This design comes from an exercise in tuning for small area, a short achievable clock period and few clock cycles on the open sky130 flow, not from production work.
The RTL was checked by simulation tests, not by an equivalence proof against the original design.
No activity file was given, so power comes from the tool's default toggle rates.

File: flow/run.sh
#!/bin/bash
# synth_recipe.tcl (not shown) runs the flow's synth.tcl, then flattens the netlist and writes it again
# the make line also repeats each setting of config.mk as NAME=value (left out here)
make -C /OpenROAD-flow-scripts/flow DESIGN_CONFIG=/design/flow/config.mk WORK_HOME=/design/flow/orfs CLKGATE_MAP_FILE= SYNTH_SCRIPT=/design/flow/synth_recipe.tcl finish
File: flow/config.mk
export PLATFORM = sky130hd
export DESIGN_NAME = dict_expand
export DESIGN_NICKNAME = dict_expand
export VERILOG_FILES = /design/flow/design.v
export SDC_FILE = /design/flow/constraint.sdc
export NUM_CORES = 4
export LEC_CHECK = 0
export CAP_MARGIN = 20
export CORE_MARGIN = 2
export CORE_UTILIZATION = 40
export PLACE_DENSITY = 0.6
export SLEW_MARGIN = 20
File: flow/constraint.sdc
create_clock -name core_clock -period 12.5 [get_ports {clk}]
set_input_delay 2.5000 -clock core_clock [delete_from_list [all_inputs] [get_ports {clk}]]
set_output_delay 2.5000 -clock core_clock [all_outputs]
set_load 0.01 [all_outputs]
File: flow/design.v
module dict_expand (
    input  wire       clk,
    input  wire       rst,         
    input  wire       start,       
    output wire [1:0] status,      
    output wire [2:0] err,         
    input  wire       in_valid,
    input  wire       in_end,      
    input  wire [7:0] in_data,
    output wire       in_ready,
    output wire       out_valid,
    output wire [7:0] out_data,
    input  wire       out_ready
);
    localparam [1:0] ST_IDLE = 2'd0, ST_BUSY = 2'd1, ST_DONE = 2'd2, ST_ERROR = 2'd3;
    localparam [2:0] E_NONE = 3'd0, E_MALFORMED = 3'd2, E_INVARIANT = 3'd3,
                     E_CAPACITY = 3'd4;
    function [10:0] phase_tab;
        input [5:0] sel;           
        begin
            case (sel)
            6'd8: phase_tab = {3'd0, 8'b11111111};
            6'd16: phase_tab = {3'd0, 8'b10101010};
            6'd17: phase_tab = {3'd1, 8'b01010101};
            6'd24: phase_tab = {3'd2, 8'b00100100};
            6'd25: phase_tab = {3'd0, 8'b10010010};
            6'd26: phase_tab = {3'd1, 8'b01001001};
            6'd32: phase_tab = {3'd0, 8'b10001000};
            6'd33: phase_tab = {3'd1, 8'b01000100};
            6'd34: phase_tab = {3'd2, 8'b00100010};
            6'd35: phase_tab = {3'd3, 8'b00010001};
            6'd40: phase_tab = {3'd3, 8'b00010000};
            6'd41: phase_tab = {3'd4, 8'b00001000};
            6'd42: phase_tab = {3'd0, 8'b10000100};
            6'd43: phase_tab = {3'd1, 8'b01000010};
            6'd44: phase_tab = {3'd2, 8'b00100001};
            6'd48: phase_tab = {3'd2, 8'b00100000};
            6'd49: phase_tab = {3'd3, 8'b00010000};
            6'd50: phase_tab = {3'd4, 8'b00001000};
            6'd51: phase_tab = {3'd5, 8'b00000100};
            6'd52: phase_tab = {3'd0, 8'b10000010};
            6'd53: phase_tab = {3'd1, 8'b01000001};
            default: phase_tab = 11'd0;
            endcase
        end
    endfunction
    function [2:0] code_width;
        input [7:0] u;
        begin
            if      (u <= 8'd2)  code_width = 3'd1;
            else if (u <= 8'd4)  code_width = 3'd2;
            else if (u <= 8'd8)  code_width = 3'd3;
            else if (u <= 8'd16) code_width = 3'd4;
            else if (u <= 8'd32) code_width = 3'd5;
            else                 code_width = 3'd6;
        end
    endfunction
    function ge6;
        input [5:0] x;
        input [5:0] u;
        integer b;
        reg gt, eq;
        begin
            gt = 1'b0;
            eq = 1'b1;
            for (b = 5; b >= 0; b = b - 1) begin
                gt = gt | (eq & x[b] & ~u[b]);
                eq = eq & ~(x[b] ^ u[b]);
            end
            ge6 = gt | eq;
        end
    endfunction
    reg  [1:0] st;
    reg        em;                 
    reg        e1;                 
    reg  [2:0] err_r;
    reg        rdy;
    reg  [5:0] ph;
    reg  [6:0] nb;                 
    reg        lagv;               
    reg        l2v;                
    reg  [7:0] hdr0;               
    reg  [2:0] ulo;                
    wire [7:0] U   = {hdr0[4:0], ulo};
    wire [5:0] U6  = U[5:0];
    wire [2:0] pad = 3'd0 - hdr0[7:5];
    reg  [2:0] cw;
    reg  [5:0] cmask;              
    reg  [2:0] je0;                
    reg  [7:0] vmask;              
    wire busy     = (st == ST_BUSY);
    wire start_go = start & ~busy;
    wire acc      = in_valid & rdy;
    wire wr       = acc & ~in_end;
    wire endm     = acc & in_end;
    reg  [511:0] ring;
    always @(posedge clk)
        ring <= {ring[503:0], wr ? in_data : ring[511:504]};
    wire [511:0] dview;
    genvar g;
    generate
        for (g = 0; g < 64; g = g + 1) begin : g_view
            assign dview[8*g +: 8] = {ring[8*g +: 5], ring[8*((g+63)%64)+5 +: 3]};
        end
    endgenerate
    reg        pf_k0, pf_k1, pf_first, pf_code, pf_e2;
    reg  [2:0] jph;                
    reg        bad_acc;            
    reg  [1:0] errl;               
    reg        pzl;                
    reg  [3:0] ca, cv;             
    reg  [8:0] n_acc;              
    reg  [8:0] nfin;               
    wire       code_byte = pf_code & ~pf_k0 & ~pf_k1;
    wire       first_cb  = pf_first & ~pf_k0 & ~pf_k1;
    wire [2:0] je   = first_cb ? je0 : jph;
    wire [10:0] ptab = phase_tab({cw, je});
    wire [2:0] jn   = ptab[10:8];
    wire [15:0] cwin = ring[15:0];                        
    reg  [7:0]  ends, ge;
    integer i;
    always @(*) begin
        for (i = 0; i < 8; i = i + 1) begin
            ends[i] = ptab[i] & code_byte & (~first_cb | (i >= 3));
            ge[i]   = ge6(cwin[7-i +: 6] & cmask, U6);
        end
    end
    wire [7:0] vends     = ends & vmask;
    wire       bad_all   = |(ends & ge);
    wire       bad_valid = |(vends & ge);
    reg  [3:0] cnt_all, cnt_valid;
    always @(*) begin
        cnt_all = 4'd0;
        cnt_valid = 4'd0;
        for (i = 0; i < 8; i = i + 1) begin
            cnt_all   = cnt_all + {3'd0, ends[i]};
            cnt_valid = cnt_valid + {3'd0, vends[i]};
        end
    end
    wire       pz   = pf_k1 | (first_cb && pad == 3'd5);     
    reg  [1:0] errl_c;
    always @(*) begin
        if (pf_k0)
            errl_c = 2'd2;
        else if (pf_k1)
            errl_c = (U != 8'd0) ? 2'd2 : (pad == 3'd5) ? 2'd0 : 2'd3;
        else if (pf_e2)
            errl_c = 2'd2;
        else if (first_cb && pad[2:1] == 2'b11)
            errl_c = 2'd3;
        else if (!pz && !ends[7 - pad])
            errl_c = 2'd2;
        else if (bad_acc | bad_valid)
            errl_c = 2'd3;
        else
            errl_c = 2'd0;
    end
    wire [1:0] err_use = lagv ? errl_c : errl;
    wire       pz_use  = lagv ? pz : pzl;
    reg        einit;
    reg  [1:0] c2;                 
    reg  [5:0] p, pm1;             
    reg  [7:0] dlt;                
    reg  [7:0] sl0, sl1, sl2, sl3;
    reg  [3:0] rv;                 
    reg  [3:0] s;                  
    reg        s2v;
    reg  [5:0] dp;                 
    reg        hv;
    reg  [7:0] head;
    reg        ov;
    reg  [8:0] tkp1;               
    reg  [7:0] w0, w1;
    always @(*) begin
        case (c2)
            2'd0:    begin w0 = sl0; w1 = sl1; end
            2'd1:    begin w0 = sl1; w1 = sl2; end
            2'd2:    begin w0 = sl2; w1 = sl3; end
            default: begin w0 = sl3; w1 = sl0; end
        endcase
    end
    wire [15:0] wwin  = {w0, w1} >> s;
    wire [5:0]  code  = wwin[5:0] & cmask;
    wire        xw    = (s <= 4'd8);                      
    wire        span  = (s < 4'd8);                       
    wire        can1  = rv[0] & (~span | rv[1]);
    wire        adv1_a = can1 & (~s2v | ~hv);
    wire        adv1_b = can1 & ov;
    wire        adv2_a = s2v & ~hv;
    wire        adv2_b = s2v & ov;
    wire        take  = ov & out_ready;
    wire        adv1  = adv1_a | (adv1_b & out_ready);
    wire        adv2  = adv2_a | (adv2_b & out_ready);
    wire        hv_n  = adv2 | (hv & ~take);
    wire        cons  = adv1 & xw;                        
    wire        z     = rv[0] & (p[1:0] == 2'd0);
    wire [3:0]  tsel  = z ? pm1[5:2] : p[5:2];
    wire [2:0]  jt    = z ? 3'd4 : {1'b0, p[1:0]};       
    wire [7:0]  F     = dview[32*tsel +: 8];
    wire        dpos  = ~dlt[7];
    wire        dhi   = |dlt[6:3];
    wire [5:0]  dgt;                                      
    assign dgt[0] = dpos & (dhi | (dlt[2:0] > 3'd0));
    assign dgt[1] = dpos & (dhi | (dlt[2:0] > 3'd1));
    assign dgt[2] = dpos & (dhi | (dlt[2:0] > 3'd2));
    assign dgt[3] = dpos & (dhi | (dlt[2:0] > 3'd3));
    assign dgt[4] = dpos & (dhi | (dlt[2:0] > 3'd4));
    assign dgt[5] = dpos & (dhi | (dlt[2:0] > 3'd5));
    reg         tav;
    always @(*) begin
        case (jt)
            3'd0:    tav = dgt[1] | (em & dgt[0]);
            3'd1:    tav = dgt[2] | (em & dgt[1]);
            3'd2:    tav = dgt[3] | (em & dgt[2]);
            3'd3:    tav = dgt[4] | (em & dgt[3]);
            default: tav = dgt[5] | (em & dgt[4]);
        endcase
    end
    wire        ld_a  = einit & tav & ~jt[2];             
    wire        ld_b  = einit & tav;                      
    wire        load  = ld_a | (ld_b & cons);
    wire [3:0]  lsel  = 4'd1 << ph[1:0];
    wire [3:0]  rv_k  = rv | ({3'd0, ld_a} << jt[1:0]);
    wire [4:0]  rv_s  = {1'b0, rv} | ({4'd0, ld_b} << jt);
    wire [3:0]  rv_n  = cons ? rv_s[4:1] : rv_k;
    wire        init_e = lagv & pf_k1;
    wire [5:0]  p_i   = p + 6'd1;
    wire [5:0]  pm1_i = pm1 + 6'd1;
    wire [7:0]  dlt_p = dlt + 8'd1;
    wire [7:0]  dlt_m = dlt - 8'd1;
    wire [3:0]  s_n   = xw ? s - {1'b0, cw} + 4'd8 : s - {1'b0, cw};
    wire [5:0]  dp_n  = ph - code;
    wire [5:0]  dp_i  = dp + 6'd1;
    always @(posedge clk) begin
        if (load & lsel[0]) sl0 <= F;
        if (load & lsel[1]) sl1 <= F;
        if (load & lsel[2]) sl2 <= F;
        if (load & lsel[3]) sl3 <= F;
        if (start_go) begin
            rv    <= 4'd0;
            einit <= 1'b0;
        end else if (init_e) begin
            rv    <= 4'd0;
            einit <= 1'b1;
            c2    <= 2'd1 + U6[1:0];
            p     <= ph - U6;
            pm1   <= ph - U6 - 6'd1;
            dlt   <= (wr ? 8'd2 : 8'd1) - {2'd0, U6};
            s     <= 4'd0 - {1'b0, code_width(U)};
        end else begin
            rv  <= rv_n;
            c2  <= cons ? c2 + 2'd1 : c2;
            p   <= cons ? p : p_i;
            pm1 <= cons ? pm1 : pm1_i;
            dlt <= (wr == cons) ? dlt : wr ? dlt_p : dlt_m;
            if (adv1) s <= s_n;
        end
        dp <= adv1 ? dp_n : dp_i;
        if (start_go)  s2v <= 1'b0;
        else if (adv1) s2v <= 1'b1;
        else if (adv2) s2v <= 1'b0;
        if (adv2) head <= dview[8*dp +: 8];
        hv <= start_go ? 1'b0 : hv_n;
    end
    wire       n1    = l2v ? (((n_acc == 9'd0) && (cv == 4'd1)) || ((n_acc == 9'd1) && (cv == 4'd0)))
                           : (nfin == 9'd1);
    wire       last  = e1 ? n1 : (tkp1 == nfin);
    wire       ok_e  = (err_use == 2'd0) & ~pz_use;
    always @(posedge clk) begin
        ph   <= start_go ? 6'd63 : ph + 6'd1;
        lagv <= wr & ~start_go;
        l2v  <= lagv & ~start_go;
        cw    <= code_width(U);
        cmask <= (6'd1 << code_width(U)) - 6'd1;
        case (code_width(U))
            3'd2:    je0 <= 3'd1;
            3'd4:    je0 <= 3'd1;
            3'd5:    je0 <= 3'd2;
            3'd6:    je0 <= 3'd3;
            default: je0 <= 3'd0;
        endcase
        for (i = 0; i < 8; i = i + 1)
            vmask[i] <= (i < 8 - pad);
        pf_k0    <= (nb == 7'd0);
        pf_k1    <= (nb == 7'd1);
        pf_first <= ({2'b00, nb} == {1'b0, U} + 9'd1);
        pf_code  <= (U != 8'd0) && ({2'b00, nb} >= {1'b0, U} + 9'd1);
        pf_e2    <= (U == 8'd0) || ({1'b0, U} >= {2'b00, nb});
        if (wr && nb == 7'd0) hdr0 <= in_data;
        if (wr && nb == 7'd1) ulo  <= in_data[7:5];
        if (start_go) begin
            bad_acc <= 1'b0;
            errl    <= 2'd2;
            pzl     <= 1'b0;
        end else if (lagv) begin
            errl <= errl_c;
            pzl  <= pz;
            if (code_byte) begin
                jph     <= jn;
                bad_acc <= bad_acc | bad_all;
            end
        end
        if (lagv) begin
            ca <= cnt_all;
            cv <= cnt_valid;
        end
        if (start_go) begin
            n_acc <= 9'd0;
            nfin  <= 9'd0;
        end else if (l2v) begin
            n_acc <= n_acc + {5'd0, ca};
            nfin  <= n_acc + {5'd0, cv};
        end
        if (rst) begin
            st    <= ST_IDLE;
            err_r <= E_NONE;
            rdy   <= 1'b0;
            ov    <= 1'b0;
        end else if (start_go) begin
            st    <= ST_BUSY;
            em    <= 1'b0;
            e1    <= 1'b0;
            err_r <= E_NONE;
            rdy   <= 1'b1;
            nb    <= 7'd0;
            ov    <= 1'b0;
        end else if (busy && !em) begin
            if (acc)
                rdy <= ~in_end & ~nb[6];
            else
                rdy <= (ph + 6'd2 == nb[5:0]);
            if (wr) begin
                if (nb[6]) begin
                    st    <= ST_ERROR;
                    err_r <= E_CAPACITY;
                end else begin
                    nb <= nb + 7'd1;
                end
            end else if (endm) begin
                if (err_use != 2'd0) begin
                    st    <= ST_ERROR;
                    err_r <= {1'b0, err_use};
                end else if (pz_use) begin
                    st <= ST_DONE;
                end
                em   <= ok_e;
                e1   <= 1'b1;
                ov   <= ok_e & hv_n;
                tkp1 <= 9'd1;
            end
        end else if (busy) begin
            e1 <= 1'b0;
            if (take) tkp1 <= tkp1 + 9'd1;
            if (take && last) begin
                st <= ST_DONE;
                ov <= 1'b0;
            end else begin
                ov <= hv_n;
            end
        end else begin
            ov <= 1'b0;
        end
    end
    assign status    = st;
    assign err       = err_r;
    assign in_ready  = rdy;
    assign out_valid = ov;
    assign out_data  = head;
endmodule
==> impl_metrics.py, run 1 <==
metrics = {
    "worst_setup_path": {
        "crit_path_cell_trace": "or3b_1, or2b_1, a21o_1, a211oi_1, and2_1, fa_1, inv_1, fa_1, fa_1, inv_1, ha_1, inv_1, fa_1, xnor2_1",
        "critical_path.slowest_cell": "dfxtp_1",
        "cp-start-kind": "flip-flop",
        "path_common_cell": "fa_1",
        "worstSetupEndpointType": "flip-flop",
        "path_max_fanout": 31,
        "worstSetupPathType": "flip-flop to flip-flop",
        "reg2reg_slack_ns": 7.25,
        "path_depth": 14,
        "worstPathRequired_ns": 12.86,
        "crit_path_start": "cw[0]",
        "crit_path_max_incr_delay_ns": 0.97,
        "critPathTopFamily": "adder cells",
        "r2r_cells": 14,
        "r2r-start": "cw[0]",
        "regToRegEndpoint": "cv[2]",
        "critPathBufInv": 3,
        "cp-endpoint": "cv[2]",
        "arrival_ns": 5.61,
    },
    "cts": {
        "cts_resized": 0,
        "cts_sinks": 692,
        "cts_tree": "yes",
        "clock_path_buffers": 3,
        "post-cts-setup-buffers": 0,
        "clkTransAtPathRegs_ns": 0.06,
        "holdBufCountCts": 0,
        "numCtsBuffers": 72,
        "clkLatencyLatePin_ns": 0.62,
        "htreeDepth": 3,
        "root_buffer": "clkbuf_16",
    },
    "placement": {
        "placedCellCount": 3019,
        "io_buffers": 28,
        "gp_congestion": 0.868,
        "hpwl_mm": 41.7,
        "placed_cell_area_mm2": 0.0289,
    },
    "logic_synthesis": {
        "synth_seq_area_share_pct": 53.7,
        "ys_warn_count": 1,
        "synth_flop_cell": "dfxtp_1",
        "synthCells": 2156,
        "synth-edff-count": 106,
        "yosysUniqueCellTypes": 87,
        "synth.cell_area_mm2": 0.0278,
        "ys_ff_latch": 692,
        "synth_nets": 2273,
        "syn_avg_cell_area_um2": 12.9,
        "async_reset_ff_share_pct": 0,
    },
    "die": {
        "initial_core_util_pct": 40.4,
        "die_area_mm2": 0.0715,
        "rows": 96,
        "core_area_mm2": 0.0687,
        "die_w_um": 267,
        "io-pin-count": 29,
        "die_y_um": 267,
    },
    "power": {
        "irDropWorstVdd_v": 0.000120,
        "power_mw": 5.54,
        "p_leak_nw": 11.7,
        "p_per_area_mw_per_mm2": 176,
    },
    "timing": {
        "slew_violations": 0,
        "tns_ns": 0,
        "fmax_mhz": 190,
        "fin_worst_skew_ns": 0.0211,
        "post-route-period-util_pct": 42.0,
        "slew-limit-headroom_pct": 29.9,
        "hold_viol": 0,
        "tightest_slew_ns": 1.05,
        "setup_viol": 0,
        "rsz0062_at_grt": "false",
        "period_needed_ns": 5.25,
    },
    "grt": {
        "grt_pass1_wl_mm": 103,
        "grt-ovfl-total": 0,
        "grtUsageTotal_pct": 18.2,
        "first_global_vias": 17800,
        "antenna_found_initial": 0,
        "grt_max_degree": 75,
    },
    "layout": {
        "final_core_util_pct": 45.9,
        "finalInstanceArea_mm2": 0.0315,
        "area_delta_synth_final_pct": 13.6,
        "final_layout_size_suffix_gt1_share_pct": 17.6,
        "num_antenna_cells": 0,
        "final_cells": 3152,
        "num-nets-final": 2280,
    },
    "detailed_routing": {
        "dr.first_iter.drc_count": 1109,
        "drt-total-wl_mm": 63.8,
        "drc": 0,
        "vias_per_cell": 5.43,
        "ant_nets": 0,
        "dr.pass1.iters": 5,
        "wl_per_cell_um": 20.2,
        "route.vias.total": 17100,
    },
    "min_path": {
        "hold_path_class": "flip-flop to flip-flop",
        "worstHoldStart": "ring[305]",
    },
    "run": {
        "cap_violations": 0,
    },
    "run_status": {
        "status": "complete, no violations",
    },
}
==> through the flow <==
stage	hold WS [ns]	setup WS [ns]
finish	0.340	7.25
global route	0.345	6.90
CTS	0.337	7.26
detailed placement	0.332	7.18
global placement	0.328	7.25
floorplan	0.326	7.58
==> power breakdown <==
| group | leakage [nW] | switching, mW | internal, mW |
|---|---|---|---|
| combinational | 4.76 | 0.406 | 0.344 |
| clock | 1.27 | 0.921 | 1.36 |
| sequential | 5.72 | 0.157 | 2.35 |
| total | 11.7 | 1.48 | 4.06 |
==> layout by cell type (no fill, tap or decap), types with 26 or more instances in the layout <==
master and instances:
dfxtp_1 582, mux4_2 217, nand2_1 186, edfxtp_1 106, ha_1 88, a21oi_1 80, nor2_1 78, clkbuf_16 73
inv_1 72, o21ai_0 68, xnor2_1 58, nand3_1 51, xor2_1 36, nor3_1 33, mux2i_1 31, clkdlybuf4s50_1 28
nor2b_1 26, and2_1 26
==> how the worst min path moves through the flow <==
stage / slack [ns] / endpoint / cells after the start
global placement: 0.33 / ring[190] / 0
finish: 0.34 / ring[313] / 0
detailed placement: 0.33 / ring[344] / 0
floorplan: 0.33 / ring[117] / 0
global route: 0.35 / ring[36] / 0
CTS: 0.34 / ring[313] / 0
==> cells in the mapped netlist, types with 6 or more instances <==
cell,instances,area share (%)
nand4_1,14,0.32
inv_1,72,0.97
a21oi_1,81,1.5
nor3_1,33,0.59
fa_1,15,1.1
a211oi_1,21,0.57
nand2_1,186,2.5
or3_1,10,0.23
a22oi_1,8,0.22
ha_1,88,4.0
clkbuf_1,78,1.1
nor2_1,78,1.1
o211ai_1,8,0.22
maj3_1,12,0.43
dfxtp_1,586,42
o21bai_1,6,0.16
a21boi_0,11,0.30
nor2b_1,26,0.59
buf_2,8,0.14
o21a_1,6,0.16
mux4_2,217,18
nor4_1,10,0.23
buf_1,23,0.31
nand2b_1,18,0.41
and2_1,26,0.59
mux2i_1,35,1.3
and3_1,17,0.38
xnor2_1,58,1.8
a31oi_1,15,0.34
o22ai_1,6,0.14
o21ai_0,68,1.2
xor2_1,36,1.1
nand3_1,51,0.92
edfxtp_1,106,11
a21o_1,19,0.51
==> logic make-up after synthesis <==
kind of cell	synth area share, %
flops	53.7
simple gates	8.94
compound gates	7.21
fa+ha+maj	5.48
mux	19.0
buf+inv	2.65
xor+xnor	2.97
==> registers in the layout, indices dropped and copies added, names as in the netlist, 7 cells and up <==
name and count:
nb 7, sl2 8, n_acc 9, head 8
sl3 8, dlt 8, sl1 8, vmask 8
ring 512, sl0 8, nfin 9, hdr0 8
tkp1 9
==> metal layers <==
metal / vias up / wire (um) / global-route usage [%]
li1: 7973 / - / -
met1: 8677 / 29900 / 25.7
met2: 380 / 29600 / 29.0
met3: 95 / 3080 / 3.13
met4: 0 / 1270 / 4.82
met5: - / 0 / 0
==> area by class of cell <==
| type | instances | area (um2) |
|---|---|---|
| flip-flops and latches | 692 | 14900 |
| inverters | 75 | 282 |
| clock inverters | 37 | 534 |
| multi-input cells | 1277 | 12200 |
| repair buffers | 45 | 420 |
| well taps | 931 | 1160 |
| fillers | 6122 | 37200 |
| clock buffers | 95 | 2060 |
Testbench counts, summed over its fixed seeds: cycles 30,599.
==> inputs of run 2 (changes only) <==
--- a/flow/design.v
+++ b/flow/design.v
@@ -79,5 +79,4 @@
     reg  [6:0] nb;                 
     reg        lagv;               
-    reg        l2v;                
     reg  [7:0] hdr0;               
     reg  [2:0] ulo;                
@@ -85,8 +84,17 @@
     wire [5:0] U6  = U[5:0];
     wire [2:0] pad = 3'd0 - hdr0[7:5];
-    reg  [2:0] cw;
-    reg  [5:0] cmask;              
+    reg  [2:0] cw;                 
+    wire [5:0] cmask = ~(6'h3f << cw);                    
     reg  [2:0] je0;                
-    reg  [7:0] vmask;              
+    always @(*) begin
+        case (cw)
+            3'd2:    je0 = 3'd1;
+            3'd4:    je0 = 3'd1;
+            3'd5:    je0 = 3'd2;
+            3'd6:    je0 = 3'd3;
+            default: je0 = 3'd0;
+        endcase
+    end
+    wire [7:0] vmask = 8'hff >> pad;                      
     wire busy     = (st == ST_BUSY);
     wire start_go = start & ~busy;
@@ -104,5 +112,6 @@
         end
     endgenerate
-    reg        pf_k0, pf_k1, pf_first, pf_code, pf_e2;
+    reg        pf_k0, pf_k1, pf_code;
+    reg        seen;               
     reg  [2:0] jph;                
     reg        bad_acc;            
@@ -110,8 +119,7 @@
     reg        pzl;                
     reg  [3:0] ca, cv;             
-    reg  [8:0] n_acc;              
-    reg  [8:0] nfin;               
+    reg  [8:0] cnt;                
     wire       code_byte = pf_code & ~pf_k0 & ~pf_k1;
-    wire       first_cb  = pf_first & ~pf_k0 & ~pf_k1;
+    wire       first_cb  = code_byte & ~seen;
     wire [2:0] je   = first_cb ? je0 : jph;
     wire [10:0] ptab = phase_tab({cw, je});
@@ -145,5 +153,5 @@
         else if (pf_k1)
             errl_c = (U != 8'd0) ? 2'd2 : (pad == 3'd5) ? 2'd0 : 2'd3;
-        else if (pf_e2)
+        else if (!pf_code)
             errl_c = 2'd2;
         else if (first_cb && pad[2:1] == 2'b11)
@@ -160,5 +168,5 @@
     reg        einit;
     reg  [1:0] c2;                 
-    reg  [5:0] p, pm1;             
+    reg  [5:0] p;                  
     reg  [7:0] dlt;                
     reg  [7:0] sl0, sl1, sl2, sl3;
@@ -170,5 +178,4 @@
     reg  [7:0] head;
     reg        ov;
-    reg  [8:0] tkp1;               
     reg  [7:0] w0, w1;
     always @(*) begin
@@ -195,5 +202,5 @@
     wire        cons  = adv1 & xw;                        
     wire        z     = rv[0] & (p[1:0] == 2'd0);
-    wire [3:0]  tsel  = z ? pm1[5:2] : p[5:2];
+    wire [3:0]  tsel  = z ? p[5:2] - 4'd1 : p[5:2];
     wire [2:0]  jt    = z ? 3'd4 : {1'b0, p[1:0]};       
     wire [7:0]  F     = dview[32*tsel +: 8];
@@ -224,7 +231,6 @@
     wire [4:0]  rv_s  = {1'b0, rv} | ({4'd0, ld_b} << jt);
     wire [3:0]  rv_n  = cons ? rv_s[4:1] : rv_k;
-    wire        init_e = lagv & pf_k1;
+    wire        init_e = lagv & first_cb;
     wire [5:0]  p_i   = p + 6'd1;
-    wire [5:0]  pm1_i = pm1 + 6'd1;
     wire [7:0]  dlt_p = dlt + 8'd1;
     wire [7:0]  dlt_m = dlt - 8'd1;
@@ -243,14 +249,12 @@
             rv    <= 4'd0;
             einit <= 1'b1;
-            c2    <= 2'd1 + U6[1:0];
-            p     <= ph - U6;
-            pm1   <= ph - U6 - 6'd1;
-            dlt   <= (wr ? 8'd2 : 8'd1) - {2'd0, U6};
-            s     <= 4'd0 - {1'b0, code_width(U)};
+            c2    <= ph[1:0];
+            p     <= 6'd1;
+            dlt   <= wr ? 8'd2 : 8'd1;
+            s     <= 4'd0 - {1'b0, cw};
         end else begin
             rv  <= rv_n;
             c2  <= cons ? c2 + 2'd1 : c2;
             p   <= cons ? p : p_i;
-            pm1 <= cons ? pm1 : pm1_i;
             dlt <= (wr == cons) ? dlt : wr ? dlt_p : dlt_m;
             if (adv1) s <= s_n;
@@ -263,28 +267,18 @@
         hv <= start_go ? 1'b0 : hv_n;
     end
-    wire       n1    = l2v ? (((n_acc == 9'd0) && (cv == 4'd1)) || ((n_acc == 9'd1) && (cv == 4'd0)))
-                           : (nfin == 9'd1);
-    wire       last  = e1 ? n1 : (tkp1 == nfin);
+    wire [8:0] cnt_ca  = cnt + {5'd0, ca};
+    wire [8:0] cnt_cv  = cnt + {5'd0, cv};
+    wire [8:0] cnt_cv1 = cnt + {5'd0, cv} - 9'd1;
+    wire [8:0] cnt_m1  = cnt - 9'd1;
+    wire       n1    = ((cnt == 9'd0) && (cv == 4'd1)) || ((cnt == 9'd1) && (cv == 4'd0));
+    wire       last  = e1 ? n1 : (cnt == 9'd1);
     wire       ok_e  = (err_use == 2'd0) & ~pz_use;
     always @(posedge clk) begin
         ph   <= start_go ? 6'd63 : ph + 6'd1;
         lagv <= wr & ~start_go;
-        l2v  <= lagv & ~start_go;
         cw    <= code_width(U);
-        cmask <= (6'd1 << code_width(U)) - 6'd1;
-        case (code_width(U))
-            3'd2:    je0 <= 3'd1;
-            3'd4:    je0 <= 3'd1;
-            3'd5:    je0 <= 3'd2;
-            3'd6:    je0 <= 3'd3;
-            default: je0 <= 3'd0;
-        endcase
-        for (i = 0; i < 8; i = i + 1)
-            vmask[i] <= (i < 8 - pad);
         pf_k0    <= (nb == 7'd0);
         pf_k1    <= (nb == 7'd1);
-        pf_first <= ({2'b00, nb} == {1'b0, U} + 9'd1);
-        pf_code  <= (U != 8'd0) && ({2'b00, nb} >= {1'b0, U} + 9'd1);
-        pf_e2    <= (U == 8'd0) || ({1'b0, U} >= {2'b00, nb});
+        pf_code  <= (U != 8'd0) && ({1'b0, nb} > U);
         if (wr && nb == 7'd0) hdr0 <= in_data;
         if (wr && nb == 7'd1) ulo  <= in_data[7:5];
@@ -293,22 +287,23 @@
             errl    <= 2'd2;
             pzl     <= 1'b0;
+            seen    <= 1'b0;
+            ca      <= 4'd0;
+            cv      <= 4'd0;
+            cnt     <= 9'd0;
         end else if (lagv) begin
             errl <= errl_c;
             pzl  <= pz;
+            ca   <= cnt_all;
+            cv   <= cnt_valid;
+            cnt  <= cnt_ca;
             if (code_byte) begin
                 jph     <= jn;
                 bad_acc <= bad_acc | bad_all;
+                seen    <= 1'b1;
             end
-        end
-        if (lagv) begin
-            ca <= cnt_all;
-            cv <= cnt_valid;
-        end
-        if (start_go) begin
-            n_acc <= 9'd0;
-            nfin  <= 9'd0;
-        end else if (l2v) begin
-            n_acc <= n_acc + {5'd0, ca};
-            nfin  <= n_acc + {5'd0, cv};
+        end else if (e1) begin
+            cnt <= take ? cnt_cv1 : cnt_cv;
+        end else if (em) begin
+            cnt <= take ? cnt_m1 : cnt;
         end
         if (rst) begin
@@ -347,9 +342,7 @@
                 e1   <= 1'b1;
                 ov   <= ok_e & hv_n;
-                tkp1 <= 9'd1;
             end
         end else if (busy) begin
             e1 <= 1'b0;
-            if (take) tkp1 <= tkp1 + 9'd1;
             if (take && last) begin
                 st <= ST_DONE;
==> flow/flow/run.sh (new file) <==
#!/bin/bash
# Standard layout, with repair_timing asked to overfix setup (the SDC and
# clock period are the design's; only the repair target is tighter).
set -euo pipefail
export SETUP_SLACK_MARGIN=8.5
bash standard.sh > standard_flow.log 2>&1
==> flow/standard.sh (new file) <==
#!/bin/bash
# synth_recipe.tcl (not shown) runs the flow's synth.tcl, then flattens the netlist and writes it again
# the make line also repeats each setting of config.mk as NAME=value (left out here)
make -C /OpenROAD-flow-scripts/flow DESIGN_CONFIG=/design/flow/config.mk WORK_HOME=/design/flow/orfs CLKGATE_MAP_FILE= SYNTH_SCRIPT=/design/flow/synth_recipe.tcl "${@:-finish}"
removed: flow/run.sh
==> run 2 against run 1 <==
Effect of this change: setup slack better by 0.62 ns; die area decreased by 7.5%; largest cell class unchanged; cell area fell by 4.4%; highest routed layer unchanged; routed wire length shrank 5.2%; sequential power decreased by 8.0%; clock skew up 0.011 ns; critical path depth increased by 3; total power down 6.7%.
==> impl_metrics.py, run 2 <==
metrics = {
    "logic_synthesis": {
        "yosysUniqueCellTypes": 85,
        "yosysMostFrequentCell": "dfxtp_1",
        "synth_area_leaders": "dfxtp_1, mux4_2, edfxtp_1, ha_1, a21oi_1",
        "syn_avg_cell_area_um2": 13.3,
        "ys_ff_latch": 650,
        "synth-edff-count": 83,
        "synth_top_cell_by_area": "dfxtp_1",
        "synth_top_area_share_pct": 44.2,
        "synth_flop_cell": "dfxtp_1",
        "synth.cell_area_mm2": 0.0257,
        "ys_warn_count": 1,
        "async_reset_ff_share_pct": 0,
        "synth_common_cells": "dfxtp_1, mux4_2, a21oi_1, nor2_1, ha_1",
        "synth_nets": 2041,
        "synthCells": 1930,
        "synth_seq_area_share_pct": 53.9,
    },
    "min_path": {
        "worst_hold_path.endpoint": "ring[182]",
        "timing.hold.worst_path_depth": 0,
        "hold_path_class": "flip-flop to flip-flop",
        "worstHoldStart": "ring[174]",
    },
    "worst_setup_path": {
        "regToRegEndpoint": "ca[2]",
        "path_max_fanout": 6,
        "worstSetupEndpointType": "flip-flop",
        "cp-start-kind": "flip-flop",
        "worstSetupPathType": "flip-flop to flip-flop",
        "worstPathRequired_ns": 13.02,
        "arrival_ns": 5.15,
        "crit_path_max_incr_delay_ns": 0.61,
        "critical_path.slowest_cell": "or4b_4",
        "crit_path_cell_trace": "or4b_4, a21oi_4, inv_2, ha_4, nand2b_1, a21oi_1, o31ai_4, inv_2, fa_1, inv_1, fa_1, fa_1, inv_2, ha_4, fa_2, xnor2_1, a211oi_1",
        "r2r_cells": 17,
        "r2r-start": "pf_k0",
        "critPathBufInv": 4,
        "critPathTopFamily": "adder cells",
        "crit_path_start": "pf_k0",
        "reg2reg_slack_ns": 7.86,
    },
    "detailed_routing": {
        "wl_per_cell_um": 20.9,
        "dr.first_iter.drc_count": 1128,
        "route.vias.total": 16000,
        "drt-total-wl_mm": 60.5,
        "vias_per_cell": 5.51,
        "dr.pass1.iters": 6,
        "drc": 0,
        "ant_nets": 0,
    },
    "layout": {
        "reg_top3": "ring x512, cnt x9",
        "layout_commonest_cell": "dfxtp_1",
        "multi_input_area_mm2": 0.0117,
        "fillCellCount": 5433,
        "num-nets-final": 2106,
        "final_layout_size_suffix_gt1_share_pct": 25.9,
        "area_delta_synth_final_pct": 17.5,
        "largest-register": "ring",
        "layout_common_cells": "dfxtp_1, mux4_2, nor2_1",
        "final_core_util_pct": 47.7,
        "largest_register_ff_count": 512,
        "regArea_mm2": 0.0139,
        "num_antenna_cells": 0,
    },
    "power": {
        "p_comb_share_pct": 14.3,
        "switching_share_pct": 26.8,
        "clkPwrFrac_pct": 40.9,
        "irDropWorstVdd_v": 0.000117,
        "power_mw": 5.17,
        "internal_power_mw": 3.79,
        "seq_power_share_pct": 44.7,
        "p_leak_nw": 11.3,
        "p_per_area_mw_per_mm2": 172,
        "switchingPower_mw": 1.39,
    },
    "timing": {
        "rsz0062_at_grt": "true",
        "slew-limit-headroom_pct": 29.7,
        "tightest_slew_ns": 1.05,
        "post-route-period-util_pct": 37.1,
        "tns_ns": 0,
        "fmax_mhz": 216,
        "slew_violations": 0,
        "period_needed_ns": 4.64,
        "holdWs_ns": 0.333,
        "fin_worst_skew_ns": 0.0326,
        "setup_viol": 0,
        "hold_viol": 0,
    },
    "die": {
        "rows": 92,
        "core_area_mm2": 0.0632,
        "die_area_mm2": 0.0662,
        "die_y_um": 257,
        "io-pin-count": 29,
        "initial_core_util_pct": 40.6,
        "die_w_um": 257,
    },
    "grt": {
        "grt-ovfl-total": 0,
        "antenna_found_initial": 0,
        "grtUsageTotal_pct": 18.3,
        "grt_pass1_wl_mm": 96.3,
        "grt_max_degree": 99,
        "first_global_vias": 16700,
    },
    "cts": {
        "clkLatencyLatePin_ns": 0.62,
        "clkTransAtPathRegs_ns": 0.06,
        "root_buffer": "clkbuf_16",
        "clock_path_buffers": 3,
        "htreeDepth": 3,
        "cts_tree": "yes",
        "numCtsBuffers": 71,
        "cts_sinks": 650,
    },
    "run_status": {
        "status": "complete, no violations",
    },
    "placement": {
        "gp_congestion": 0.866,
        "hpwl_mm": 38.1,
        "io_buffers": 28,
    },
    "run": {
        "cap_violations": 0,
    },
}
==> run 2: routing by layer <==
layer / vias to the layer above / routed length (um) / GRT usage (%)
met1: 8060 / 27600 / 25.1
met2: 372 / 28200 / 29.2
li1: 7410 / - / -
met4: 0 / 1840 / 6.44
met5: - / 0 / 0
met3: 114 / 2850 / 3.60
==> run 2: how the worst max path moves through the flow <==
stage,slack (ns),cells past startpoint,endpoint
6_report,7.86,17,ca[2]
5_1_grt,7.66,18,cv[2]
4_1_cts,7.84,17,cv[2]
3_5_place_dp,7.24,20,ca[2]
3_3_place_gp,7.35,20,ca[2]
2_1_floorplan,7.93,20,cv[1]
==> run 2: through the flow <==
step / worst slack, ns / std cells / instance area [um2]
after CTS: 7.84 / 2869 / 29800
after global routing: 7.66 / 2895 / 30100
after floorplan: 7.93 / 1930 / 26000
final: 7.86 / 2895 / 30100
after detailed placement: 7.24 / 2708 / 27000
after global placement: 7.35 / 2708 / 27000
==> run 2: kinds of logic after synthesis <==
family / count (synthesis) / synth area share (%)
buf+inv: 181 / 2.70
fa+ha+maj: 97 / 5.11
xor+xnor: 62 / 2.12
compound gates: 327 / 8.58
mux: 248 / 20.2
flops: 650 / 53.9
simple gates: 365 / 7.38
==> run 2: power groups by stage <==
stage / logic (mW) / clock network [mW] / registers [mW]
after floorplan: 0.609 / 0 / 2.26
after global placement: 0.742 / 0 / 2.36
after detailed placement: 0.746 / 0 / 2.36
after CTS: 0.754 / 2.16 / 2.32
after global routing: 0.799 / 2.26 / 2.33
final: 0.742 / 2.12 / 2.31
==> run 2: repair_timing <==
| action | in CTS | in global routing |
|---|---|---|
| setup endpoints to repair | 93 | 19 |
| pin swaps | 20 | 23 |
| endpoints found under the hold margin | 0 | 0 |
| hold buffers | 0 | 0 |
| gates resized for setup | 69 | 35 |
| setup buffers | 32 | 26 |
| gates cloned | 2 | 0 |
==> run 2: final cells by class <==
cell class,count,area share [%]
clock buffer,104,6.78
clock inverter,23,1.20
inverter,71,0.934
multi-input combinational,1100,38.7
sequential,650,46.0
tap,846,3.51
timing repair buffer,100,2.81
timing repair inverter,1,0.0249
Testbench counts of run 2, summed over its fixed seeds: cycles 30,599.
==> inputs of run 3 (changes only) <==
==> flow/run.sh (new file) <==
#!/bin/bash
# synth_recipe.tcl (not shown) runs the flow's synth.tcl, then flattens the netlist and writes it again
# the make line also repeats each setting of config.mk as NAME=value (left out here)
make -C /OpenROAD-flow-scripts/flow DESIGN_CONFIG=/design/flow/config.mk WORK_HOME=/design/flow/orfs CLKGATE_MAP_FILE= SYNTH_SCRIPT=/design/flow/synth_recipe.tcl finish
removed: flow/flow/run.sh
removed: flow/standard.sh
==> run 3 against run 2 <==
Effect of this change: non-clock buffer count down 57; sequential cell count unchanged; still clean; via count decreased by 0.65%.
==> impl_metrics.py, run 3 <==
metrics = {
    "logic_synthesis": {
        "synth_top_cell_by_area": "dfxtp_1",
        "async_reset_ff_share_pct": 0,
        "synth_common_cells": "dfxtp_1, mux4_2, a21oi_1, nor2_1, ha_1",
        "synthCells": 1930,
        "syn_avg_cell_area_um2": 13.3,
        "synth_flop_cell": "dfxtp_1",
        "ys_warn_count": 1,
        "synth_nets": 2041,
        "synth_area_leaders": "dfxtp_1, mux4_2, edfxtp_1, ha_1, a21oi_1",
        "yosysUniqueCellTypes": 85,
        "ys_ff_latch": 650,
        "synth_top_area_share_pct": 44.2,
        "synth.cell_area_mm2": 0.0257,
        "synth_seq_area_share_pct": 53.9,
        "synth-edff-count": 83,
        "yosysMostFrequentCell": "dfxtp_1",
    },
    "detailed_routing": {
        "ant_nets": 0,
        "route.vias.total": 15900,
        "drc": 0,
        "wl_per_cell_um": 20.7,
        "vias_per_cell": 5.60,
        "drt-total-wl_mm": 58.6,
        "dr.pass1.iters": 6,
        "dr.first_iter.drc_count": 1282,
    },
    "timing": {
        "rsz0062_at_grt": "false",
        "hold_viol": 0,
        "tns_ns": 0,
        "fin_worst_skew_ns": 0.0284,
        "tightest_slew_ns": 1.06,
        "post-route-period-util_pct": 52.5,
        "slew_violations": 0,
        "period_needed_ns": 6.56,
        "slew-limit-headroom_pct": 29.3,
        "fmax_mhz": 152,
        "setup_viol": 0,
    },
    "placement": {
        "placedCellCount": 2709,
        "gp_congestion": 0.846,
        "io_buffers": 28,
        "hpwl_mm": 38.1,
    },
    "layout": {
        "largest-register": "ring",
        "layout_common_cells": "dfxtp_1, mux4_2, nor2_1",
        "num_antenna_cells": 0,
        "final_cells": 2831,
        "reg_top3": "ring x512, cnt x9",
        "layout_commonest_cell": "dfxtp_1",
        "multi_input_area_mm2": 0.0112,
        "largest_register_ff_count": 512,
        "num-nets-final": 2043,
        "area_delta_synth_final_pct": 13.0,
        "regArea_mm2": 0.0139,
        "final_layout_size_suffix_gt1_share_pct": 18.9,
        "fillCellCount": 5584,
    },
    "cts": {
        "holdBufCountCts": 0,
        "htreeDepth": 3,
        "cts_sinks": 650,
        "numCtsBuffers": 67,
        "cts_tree": "yes",
        "root_buffer": "clkbuf_16",
        "clkLatencyLatePin_ns": 0.61,
        "cts_resized": 0,
        "clkTransAtPathRegs_ns": 0.06,
        "clock_path_buffers": 3,
        "post-cts-setup-buffers": 0,
    },
    "power": {
        "p_per_area_mw_per_mm2": 174,
        "irDropWorstVdd_v": 0.000117,
        "p_leak_nw": 10.8,
    },
    "grt": {
        "grtUsageTotal_pct": 17.9,
        "grt_pass1_wl_mm": 94.8,
        "grt-ovfl-total": 0,
        "grt_max_degree": 67,
        "first_global_vias": 16400,
        "antenna_found_initial": 1,
    },
    "min_path": {
        "worstHoldStart": "ring[82]",
        "hold_path_class": "flip-flop to flip-flop",
    },
    "worst_setup_path": {
        "worstSetupPathType": "flip-flop to flip-flop",
        "worstSetupEndpointType": "flip-flop",
        "path_max_fanout": 29,
        "r2r-start": "cw[0]",
        "crit_path_start": "cw[0]",
        "worstPathRequired_ns": 13.02,
        "cp-start-kind": "flip-flop",
        "arrival_ns": 7.08,
    },
    "run_status": {
        "status": "complete, no violations",
    },
    "die": {
        "rows": 92,
        "io-pin-count": 29,
        "initial_core_util_pct": 40.6,
        "core_area_mm2": 0.0632,
        "die_w_um": 257,
        "die_y_um": 257,
        "die_area_mm2": 0.0662,
    },
    "run": {
        "cap_violations": 0,
    },
}
run 3: cell counts after synthesis:
No cell type changed its count.
run 3: per-stage QoR:
step	utilization, %	power [mW]	area, um2	hold slack [ns]	setup slack (ns)
after global routing	45.9	5.27	29000	0.338	5.36
final	45.9	5.06	29000	0.338	5.94
after global placement	42.3	3.10	26700	0.329	6.15
after floorplan	-	2.87	25700	0.326	7.15
after detailed placement	42.3	3.11	26700	0.331	5.95
after CTS	45.9	5.12	29000	0.333	5.99
run 3: worst max-delay path: stages (launching register included):
cell      delay [ns]
dfxtp_1         0.97
clkinv_1        0.61
ha_1            0.43
nor2_1          0.11
a211oi_1        0.08
a21oi_1         0.35
inv_1           0.12
ha_1            0.31
nand2_1         0.18
mux2i_1         0.10
a211oi_1        0.39
nor2_1          0.21
fa_1            0.56
inv_1           0.05
fa_1            0.50
fa_1            0.54
inv_1           0.04
ha_1            0.21
fa_1            0.38
xnor2_1         0.14
a211oi_1        0.21
run 3: layout make-up:
cell class	count	share of cell area (%)
clock inverter	21	0.820
clock buffer	101	6.99
inverter	71	0.919
tap	846	3.65
timing repair buffer	43	1.35
multi-input combinational	1099	38.5
sequential	650	47.8
run 3: report_power, final:
group          total [mW]  switching, mW  internal, mW
logic               0.728          0.387         0.342
registers            2.32          0.140          2.18
clock network        2.01          0.816          1.19
total                5.06           1.34          3.72
run 3: worst paths after layout:
path | end | slack, ns | cells past startpoint
worst min-delay path | ring[90] | 0.34 | 0
worst max register to register | cv[2] | 5.94 | 20
worst min register to register | ring[90] | 0.34 | 0
worst max-delay path | cv[2] | 5.94 | 20
run 3: cells by family (layout without fill, tap and decap cells):
logic type               after synthesis  in the layout  synth area share (%)
XOR/XNOR                              62             62                  2.12
buffers and inverters                181            236                  2.70
multiplexers                         248            248                  20.2
adder cells (fa/ha/maj)               97             97                  5.11
AND/OR/NAND/NOR                      365            365                  7.38
flip-flops                           650            650                  53.9
AO/OA/AOI/OAI                        327            327                  8.58
run 3: per-layer routing:
metal	wire [um]	GRT usage (%)	vias up
met5	0	0	-
met4	1470	5.73	0
met3	2360	2.42	98
met2	27100	28.1	387
met1	27600	25.7	8083
li1	-	-	7285
==> inputs of run 4 (changes only) <==
--- a/flow/design.v
+++ b/flow/design.v
@@ -73,5 +73,4 @@
     reg  [1:0] st;
     reg        em;                 
-    reg        e1;                 
     reg  [2:0] err_r;
     reg        rdy;
@@ -118,6 +117,5 @@
     reg  [1:0] errl;               
     reg        pzl;                
-    reg  [3:0] ca, cv;             
-    reg  [8:0] cnt;                
+    reg  [9:0] rb;                 
     wire       code_byte = pf_code & ~pf_k0 & ~pf_k1;
     wire       first_cb  = code_byte & ~seen;
@@ -137,13 +135,4 @@
     wire       bad_all   = |(ends & ge);
     wire       bad_valid = |(vends & ge);
-    reg  [3:0] cnt_all, cnt_valid;
-    always @(*) begin
-        cnt_all = 4'd0;
-        cnt_valid = 4'd0;
-        for (i = 0; i < 8; i = i + 1) begin
-            cnt_all   = cnt_all + {3'd0, ends[i]};
-            cnt_valid = cnt_valid + {3'd0, vends[i]};
-        end
-    end
     wire       pz   = pf_k1 | (first_cb && pad == 3'd5);     
     reg  [1:0] errl_c;
@@ -169,5 +158,5 @@
     reg  [1:0] c2;                 
     reg  [5:0] p;                  
-    reg  [7:0] dlt;                
+    reg  [6:0] cur;                
     reg  [7:0] sl0, sl1, sl2, sl3;
     reg  [3:0] rv;                 
@@ -205,4 +194,5 @@
     wire [2:0]  jt    = z ? 3'd4 : {1'b0, p[1:0]};       
     wire [7:0]  F     = dview[32*tsel +: 8];
+    wire [7:0]  dlt   = {1'b0, nb} - {1'b0, cur};            
     wire        dpos  = ~dlt[7];
     wire        dhi   = |dlt[6:3];
@@ -233,6 +223,5 @@
     wire        init_e = lagv & first_cb;
     wire [5:0]  p_i   = p + 6'd1;
-    wire [7:0]  dlt_p = dlt + 8'd1;
-    wire [7:0]  dlt_m = dlt - 8'd1;
+    wire [6:0]  cur_i = cur + 7'd1;
     wire [3:0]  s_n   = xw ? s - {1'b0, cw} + 4'd8 : s - {1'b0, cw};
     wire [5:0]  dp_n  = ph - code;
@@ -251,5 +240,5 @@
             c2    <= ph[1:0];
             p     <= 6'd1;
-            dlt   <= wr ? 8'd2 : 8'd1;
+            cur   <= nb - 7'd1;
             s     <= 4'd0 - {1'b0, cw};
         end else begin
@@ -257,5 +246,5 @@
             c2  <= cons ? c2 + 2'd1 : c2;
             p   <= cons ? p : p_i;
-            dlt <= (wr == cons) ? dlt : wr ? dlt_p : dlt_m;
+            cur <= cons ? cur_i : cur;
             if (adv1) s <= s_n;
         end
@@ -267,10 +256,7 @@
         hv <= start_go ? 1'b0 : hv_n;
     end
-    wire [8:0] cnt_ca  = cnt + {5'd0, ca};
-    wire [8:0] cnt_cv  = cnt + {5'd0, cv};
-    wire [8:0] cnt_cv1 = cnt + {5'd0, cv} - 9'd1;
-    wire [8:0] cnt_m1  = cnt - 9'd1;
-    wire       n1    = ((cnt == 9'd0) && (cv == 4'd1)) || ((cnt == 9'd1) && (cv == 4'd0));
-    wire       last  = e1 ? n1 : (cnt == 9'd1);
+    wire [9:0] rb_ld = {nb - U[6:0], 3'b000} - {6'd0, pad} - 10'd11;
+    wire [9:0] rb_m  = rb - {7'd0, cw};
+    wire       last  = (rb == {7'd0, cw});
     wire       ok_e  = (err_use == 2'd0) & ~pz_use;
     always @(posedge clk) begin
@@ -288,13 +274,7 @@
             pzl     <= 1'b0;
             seen    <= 1'b0;
-            ca      <= 4'd0;
-            cv      <= 4'd0;
-            cnt     <= 9'd0;
         end else if (lagv) begin
             errl <= errl_c;
             pzl  <= pz;
-            ca   <= cnt_all;
-            cv   <= cnt_valid;
-            cnt  <= cnt_ca;
             if (code_byte) begin
                 jph     <= jn;
@@ -302,8 +282,9 @@
                 seen    <= 1'b1;
             end
-        end else if (e1) begin
-            cnt <= take ? cnt_cv1 : cnt_cv;
-        end else if (em) begin
-            cnt <= take ? cnt_m1 : cnt;
+        end
+        if (em) begin
+            if (take) rb <= rb_m;
+        end else begin
+            rb <= rb_ld;
         end
         if (rst) begin
@@ -315,5 +296,4 @@
             st    <= ST_BUSY;
             em    <= 1'b0;
-            e1    <= 1'b0;
             err_r <= E_NONE;
             rdy   <= 1'b1;
@@ -340,9 +320,7 @@
                 end
                 em   <= ok_e;
-                e1   <= 1'b1;
                 ov   <= ok_e & hv_n;
             end
         end else if (busy) begin
-            e1 <= 1'b0;
             if (take && last) begin
                 st <= ST_DONE;
==> run 4 against run 3 <==
Effect of this change: still clean; non-clock buffer count up 1; total power down 2.6%; first-iteration DRC count decreased by 6.0%; worst hold slack gained 0.0026 ns; synthesized area fell by 2.9%; critical endpoint is now err_r[2]; highest routed layer is now met5.
==> impl_metrics.py, run 4 <==
metrics = {
    "run_status": {
        "status": "complete, no violations",
    },
    "worst_setup_path": {
        "worstSetupPathType": "flip-flop to flip-flop",
        "worstPathRequired_ns": 13.02,
        "critical_path.slowest_cell": "or4b_4",
        "crit_path_cell_trace": "buf_4, inv_1, ha_1, nor2_1, a211oi_1, a21oi_1, inv_1, ha_1, and2_1, a221o_1, o2111ai_1, nor3b_1, or4b_4, o41ai_2, a21oi_1, or2_4, a2111oi_4",
        "worstSetupEndpointType": "flip-flop",
        "crit_path_max_incr_delay_ns": 0.51,
        "path_max_fanout": 42,
        "crit_path_start": "cw[1]",
        "critPathTopFamily": "compound AO/OA/AOI/OAI gates",
        "cp-start-kind": "flip-flop",
        "arrival_ns": 5.52,
        "critPathBufInv": 3,
        "r2r-start": "cw[1]",
    },
    "run": {
        "cap_violations": 0,
    },
    "cts": {
        "root_buffer": "clkbuf_16",
        "holdBufCountCts": 0,
        "cts_resized": 0,
        "cts_tree": "yes",
        "clkLatencyLatePin_ns": 0.64,
        "post-cts-setup-buffers": 0,
        "numCtsBuffers": 61,
        "clkTransAtPathRegs_ns": 0.06,
        "htreeDepth": 2,
        "cts_sinks": 641,
        "clock_path_buffers": 3,
    },
    "timing": {
        "slew-limit-headroom_pct": 28.3,
        "fin_worst_skew_ns": 0.0221,
        "tightest_slew_ns": 1.07,
        "period_needed_ns": 5.00,
        "hold_viol": 0,
        "rsz0062_at_grt": "false",
        "setup_viol": 0,
        "tns_ns": 0,
        "slew_violations": 0,
        "post-route-period-util_pct": 40.0,
        "fmax_mhz": 200,
    },
    "logic_synthesis": {
        "synth.cell_area_mm2": 0.0249,
        "synth_nets": 1949,
        "synthCells": 1850,
        "yosysMostFrequentCell": "dfxtp_1",
        "synth_common_cells": "dfxtp_1, mux4_2, nand2_1, nor2_1, edfxtp_1",
        "ys_ff_latch": 641,
        "async_reset_ff_share_pct": 0,
        "synth_flop_cell": "dfxtp_1",
        "synth_seq_area_share_pct": 55.2,
        "synth_top_cell_by_area": "dfxtp_1",
        "synth_top_area_share_pct": 44.2,
        "synth-edff-count": 91,
        "syn_avg_cell_area_um2": 13.5,
        "ys_warn_count": 1,
        "synth_area_leaders": "dfxtp_1, mux4_2, edfxtp_1, ha_1, a21oi_1",
        "yosysUniqueCellTypes": 79,
    },
    "layout": {
        "layout_commonest_cell": "dfxtp_1",
        "area_delta_synth_final_pct": 12.7,
        "final_cells": 2743,
        "largest-register": "ring",
        "reg_top3": "ring x512, rb x10",
        "final_layout_size_suffix_gt1_share_pct": 18.1,
        "num-nets-final": 1957,
        "layout_common_cells": "dfxtp_1, mux4_2, nand2_1",
        "largest_register_ff_count": 512,
    },
    "grt": {
        "grt_use_met2_pct": 29.0,
        "use_met3_pct": 2.59,
        "first_global_vias": 15400,
        "grtUsageTotal_pct": 18.1,
        "antenna_found_initial": 3,
        "gr-usage-met1_pct": 25.4,
        "top_usage_layer": "met2",
        "grt_max_degree": 88,
        "grt-ovfl-total": 0,
        "grt_pass1_wl_mm": 90.2,
    },
    "detailed_routing": {
        "drc": 0,
        "dr.first_iter.drc_count": 1205,
        "ant_nets": 0,
        "route.vias.total": 15000,
        "vias_per_cell": 5.48,
        "wl_per_cell_um": 20.9,
        "dr.pass1.iters": 8,
        "drt-total-wl_mm": 57.3,
    },
    "die": {
        "die_y_um": 254,
        "core_area_mm2": 0.0616,
        "die_w_um": 254,
        "initial_core_util_pct": 40.4,
        "rows": 91,
        "die_area_mm2": 0.0643,
        "io-pin-count": 29,
    },
    "power": {
        "p_per_area_mw_per_mm2": 176,
        "p_leak_nw": 10.4,
        "p_comb_share_pct": 16.1,
        "switchingPower_mw": 1.33,
        "seq_power_share_pct": 46.3,
        "switching_share_pct": 27.0,
        "internal_power_mw": 3.60,
        "irDropWorstVdd_v": 0.000123,
        "clkPwrFrac_pct": 37.6,
    },
    "placement": {
        "placedCellCount": 2631,
        "hpwl_mm": 37.1,
        "gp_congestion": 0.863,
        "io_buffers": 28,
    },
    "min_path": {
        "hold_path_class": "flip-flop to flip-flop",
        "worstHoldStart": "ring[114]",
    },
}
-- run 4: cell count changes in the layout (fill, tap and decap cells not counted), moves of 8 or more --
cell / previous run / this run
dfxtp_1: 563 / 545
nand2b_1: 24 / 13
inv_1: 65 / 56
edfxtp_1: 83 / 91
mux2_2: 11 / 0
nor2b_1: 27 / 13
nand2_1: 75 / 109
a22o_1: 8 / 0
a211oi_1: 28 / 13
o221ai_1: 4 / 14
-- run 4: worst paths after layout --
check | endpoint | slack, ns | cells past startpoint
worst max register to register | err_r[2] | 7.50 | 17
worst min-delay path | ring[122] | 0.34 | 0
worst max-delay path | err_r[2] | 7.50 | 17
worst min register to register | ring[122] | 0.34 | 0
-- run 4: layout make-up --
cell class                      count  area (um2)
Fill cell                        5512       33500
Sequential cell                   641       13800
Multi-Input combinational cell   1048       10600
Clock buffer                       98        1880
Tap cell                          837        1050
Timing Repair Buffer               44         433
Inverter                           62         233
Clock inverter                     12         156
Antenna cell                        1        2.50
-- run 4: kinds of logic (layout without fill, tap and decap cells) --
family / Yosys count / after routing / share of synthesized area (%)
AOI/OAI and AO/OA: 281 / 281 / 7.53
xor gates and xnor gates: 66 / 66 / 2.32
adders and majority gates: 90 / 90 / 4.65
buffers and inverters: 161 / 216 / 2.50
DFF: 641 / 641 / 55.2
muxes: 242 / 242 / 20.4
other: 0 / 1 / 0
and+or+nand+nor: 369 / 369 / 7.44
-- run 4: through the flow --
stage / utilization (%) / cell area, um2 / worst slack (ns) / hold WS [ns] / total power, mW
after CTS: 45.5 / 28000 / 7.55 / 0.341 / 4.99
after floorplan: - / 24900 / 7.93 / 0.326 / 2.87
after detailed placement: 42.2 / 26000 / 7.29 / 0.331 / 3.13
final: 45.6 / 28100 / 7.50 / 0.340 / 4.93
after global placement: 42.2 / 26000 / 7.32 / 0.330 / 3.13
after global routing: 45.6 / 28100 / 7.20 / 0.347 / 5.12
-- run 4: per-layer routing --
layer | wire [um] | share of wire, %
met2 | 26800 | 47
met1 | 26300 | 46
met3 | 2770 | 4.8
met4 | 1390 | 2.4
met5 | 13 | 0.023
-- run 4: power by group through the flow --
stage               combinational (mW)  clock (mW)  sequential (mW)
CTS                              0.773        1.90             2.32
finish                           0.793        1.85             2.28
floorplan                        0.644           0             2.23
global placement                 0.771           0             2.36
detailed placement               0.769           0             2.36
global route                     0.853        1.97             2.30
Testbench counts of run 4, summed over its fixed seeds: cycles 30,599.
==> inputs of run 5 (changes only) <==
==> flow/flow/run.sh (new file) <==
#!/bin/bash
# Standard layout, with repair_timing asked to overfix setup (the SDC and
# clock period are the design's; only the repair target is tighter).
set -euo pipefail
export SETUP_SLACK_MARGIN=8.5
bash standard.sh > standard_flow.log 2>&1
==> flow/standard.sh (new file) <==
#!/bin/bash
# synth_recipe.tcl (not shown) runs the flow's synth.tcl, then flattens the netlist and writes it again
# the make line also repeats each setting of config.mk as NAME=value (left out here)
make -C /OpenROAD-flow-scripts/flow DESIGN_CONFIG=/design/flow/config.mk WORK_HOME=/design/flow/orfs CLKGATE_MAP_FILE= SYNTH_SCRIPT=/design/flow/synth_recipe.tcl "${@:-finish}"
removed: flow/run.sh
==> run 5 against run 4 <==
Effect of this change: still clean; global-route usage up 0.30 points; die area is the same; utilization grew 1.0 points; combinational power is 3.2% higher; cell area grew 2.2%; sequential power is essentially flat; first-iteration DRC count down 5.7%; total power shrank 2.2%; routed wire length is 1.8% higher; register-to-register slack improved by 0.98 ns; critical path depth shrank 2; critical endpoint unchanged.
==> impl_metrics.py, run 5 <==
metrics = {
    "detailed_routing": {
        "dr.pass1.iters": 7,
        "vias_per_cell": 5.51,
        "drc": 0,
        "drt-total-wl_mm": 58.4,
        "route.vias.total": 15300,
        "wl_per_cell_um": 21.0,
        "ant_nets": 0,
        "dr.first_iter.drc_count": 1136,
    },
    "grt": {
        "first_global_vias": 15800,
        "antenna_found_initial": 0,
        "grt-ovfl-total": 0,
        "grt_pass1_wl_mm": 92.6,
        "grtUsageTotal_pct": 18.4,
        "grt_max_degree": 94,
    },
    "layout": {
        "layout_commonest_cell": "dfxtp_1",
        "final_layout_size_suffix_gt1_share_pct": 23.1,
        "regArea_mm2": 0.0138,
        "multi_input_area_mm2": 0.0109,
        "fillCellCount": 5429,
        "layout_common_cells": "dfxtp_1, mux4_2, nand2_1",
        "final_cells": 2784,
        "reg_top3": "ring x512, rb x10",
        "num-nets-final": 1994,
        "largest_register_ff_count": 512,
        "largest-register": "ring",
        "area_delta_synth_final_pct": 15.2,
    },
    "placement": {
        "placedCellCount": 2631,
        "io_buffers": 28,
        "gp_congestion": 0.886,
        "hpwl_mm": 37.3,
    },
    "logic_synthesis": {
        "synth_top_cell_by_area": "dfxtp_1",
        "synth-adder-area-share_pct": 4.65,
        "yosysMostFrequentCell": "dfxtp_1",
        "syn_avg_cell_area_um2": 13.5,
        "ys_warn_count": 1,
        "synth_area_leaders": "dfxtp_1, mux4_2, edfxtp_1, ha_1, a21oi_1",
        "synth_seq_area_share_pct": 55.2,
        "synth-edff-count": 91,
        "synth_mux_area_share_pct": 20.4,
        "synthCells": 1850,
        "yosysUniqueCellTypes": 79,
        "synth_top_area_share_pct": 44.2,
        "synth_xor_area_share_pct": 2.32,
        "synth.cell_area_mm2": 0.0249,
        "ys_ff_latch": 641,
        "synth_nets": 1949,
        "synth_flop_cell": "dfxtp_1",
        "synth_common_cells": "dfxtp_1, mux4_2, nand2_1, nor2_1, edfxtp_1",
        "synth-simple-area-share_pct": 7.44,
        "synth_compound_area_share_pct": 7.53,
        "synth_top_family_by_area": "multiplexers",
        "async_reset_ff_share_pct": 0,
    },
    "timing": {
        "tightest_slew_ns": 1.11,
        "hold_viol": 0,
        "post-route-period-util_pct": 32.2,
        "slew_violations": 0,
        "tns_ns": 0,
        "rsz0062_at_grt": "true",
        "slew-limit-headroom_pct": 26.0,
        "fin_worst_skew_ns": 0.0272,
        "fmax_mhz": 249,
        "period_needed_ns": 4.02,
        "setup_viol": 0,
    },
    "cts": {
        "numCtsBuffers": 61,
        "cts_tree": "yes",
        "cts_sinks": 641,
        "root_buffer": "clkbuf_16",
        "clkLatencyLatePin_ns": 0.63,
        "htreeDepth": 2,
        "holdBufCountCts": 0,
        "clock_path_buffers": 3,
        "clkTransAtPathRegs_ns": 0.06,
    },
    "run_status": {
        "status": "complete, no violations",
    },
    "worst_setup_path": {
        "worstSetupEndpointType": "flip-flop",
        "worstPathRequired_ns": 13.01,
        "path_max_fanout": 7,
        "crit_path_cell_trace": "or4b_4, a211oi_2, a21oi_2, buf_4, buf_6, ha_4, mux2i_4, o221ai_2, o211ai_2, a21oi_2, or4b_4, o41ai_4, a21oi_4, or2_4, a2111oi_4",
        "critPathTopFamily": "compound AO/OA/AOI/OAI gates",
        "cp-start-kind": "flip-flop",
        "crit_path_max_incr_delay_ns": 0.60,
        "arrival_ns": 4.53,
        "critical_path.slowest_cell": "or4b_4",
        "worstSetupPathType": "flip-flop to flip-flop",
        "critPathBufInv": 2,
    },
    "power": {
        "p_leak_nw": 10.7,
        "p_per_area_mw_per_mm2": 168,
        "irDropWorstVdd_v": 0.000132,
    },
    "die": {
        "die_area_mm2": 0.0643,
        "die_y_um": 254,
        "core_area_mm2": 0.0616,
        "die_w_um": 254,
        "io-pin-count": 29,
        "rows": 91,
        "initial_core_util_pct": 40.4,
    },
    "run": {
        "cap_violations": 0,
    },
    "min_path": {
        "hold_path_class": "flip-flop to flip-flop",
    },
}
==> run 5: worst register-to-register path: cells and delay by family (launching register included) <==
kind,cells,cell delay [ns]
AOI/OAI and AO/OA,8,1.48
and+or+nand+nor,3,1.45
DFF,1,0.36
buffers and inverters,2,0.28
adders and majority gates,1,0.19
muxes,1,0.18
==> run 5: final timing paths <==
check                               start   endpoint  slack [ns]  cells past startpoint
worst max-delay path                 seen   err_r[2]        8.48                     15
worst min-delay path            ring[250]  ring[258]        0.34                      0
worst max register to register       seen   err_r[2]        8.48                     15
worst min register to register  ring[250]  ring[258]        0.34                      0
==> run 5: routing by layer <==
metal	vias to the layer above	wire length, um	global-route usage, %
met3	96	2670	2.73
li1	7050	-	-
met5	-	0	0
met1	7792	27000	25.9
met2	388	27400	29.5
met4	0	1300	5.63
==> run 5: area by class of cell <==
type                    instances  share of cell area (%)
flip-flops and latches        641                    48.0
multi-input cells            1048                    38.2
clock buffers                  87                    5.84
well taps                     837                    3.65
repair buffers                 80                    2.74
inverters                      62                   0.859
clock inverters                27                   0.715
repair inverters                1                  0.0262
diodes                          1                 0.00872
==> run 5: power by group <==
part           internal (mW)  switching [mW]  leakage, nW
logic                  0.373           0.445         4.47
registers               2.15           0.104         5.29
clock network          0.957           0.784        0.933
total                   3.48            1.33         10.7
==> run 5: logic make-up after synthesis <==
logic type               after synthesis
flip-flops                           641
XOR/XNOR                              66
multiplexers                         242
adder cells (fa/ha/maj)               90
buffers and inverters                161
AND/OR/NAND/NOR                      369
AO/OA/AOI/OAI                        281
==> run 5: what timing repair did <==
item	4_1_cts	5_1_grt
gates cloned	4	0
pin swaps	7	38
setup endpoints to repair	80	57
gates resized for setup	61	55
setup buffers	11	23
==> run 5: stage by stage <==
stage	power (mW)	utilization [%]	hold WS, ns	instance area (um2)	setup WS [ns]
2_1_floorplan	2.87	-	0.326	24900	8.44
3_5_place_dp	3.13	42.3	0.332	26000	7.49
3_3_place_gp	3.12	42.3	0.329	26000	7.30
6_report	4.82	46.6	0.338	28700	8.48
4_1_cts	4.87	45.9	0.337	28300	8.41
5_1_grt	5.02	46.6	0.343	28700	8.30

## port drivers added, routing unchanged
How much do the figures lean on ideal ports? The routed layouts below were timed once more, with nothing changed but the port constraints.
Step 1, drivers: a clkbuf_16 drives clk and a buf_2 each remaining input, both assumed.
Step 2 also shifts input and output timing later by t, the mid clock arrival at the registers, as if the neighbouring blocks saw the same clock.
Slacks: ideal ports / drivers / drivers and shift; pairs: ideal ports / drivers.
run	shift t [ns]	setup WS [ns]	worst setup path at the end	clock arrival spread, ns	cell pins on the clock port's net
run 1	0.669	7.245 / 7.245 / 7.164	input to register	0.022 / 0.021	1
run 2	0.655	7.864 / 7.864 / 7.864	register to register	0.034 / 0.033	1
run 3	0.648	5.942 / 5.942 / 5.942	register to register	0.036 / 0.036	1
run 4	0.682	7.497 / 7.497 / 7.271	input to register	0.024 / 0.024	1
run 5	0.671	8.481 / 8.481 / 7.877	input to register	0.029 / 0.029	1
After both steps setup and hold are still met in every run listed. The setup slack of run 5, which loses most, moves by 0.000 ns with the drivers and by -0.604 ns with both steps.
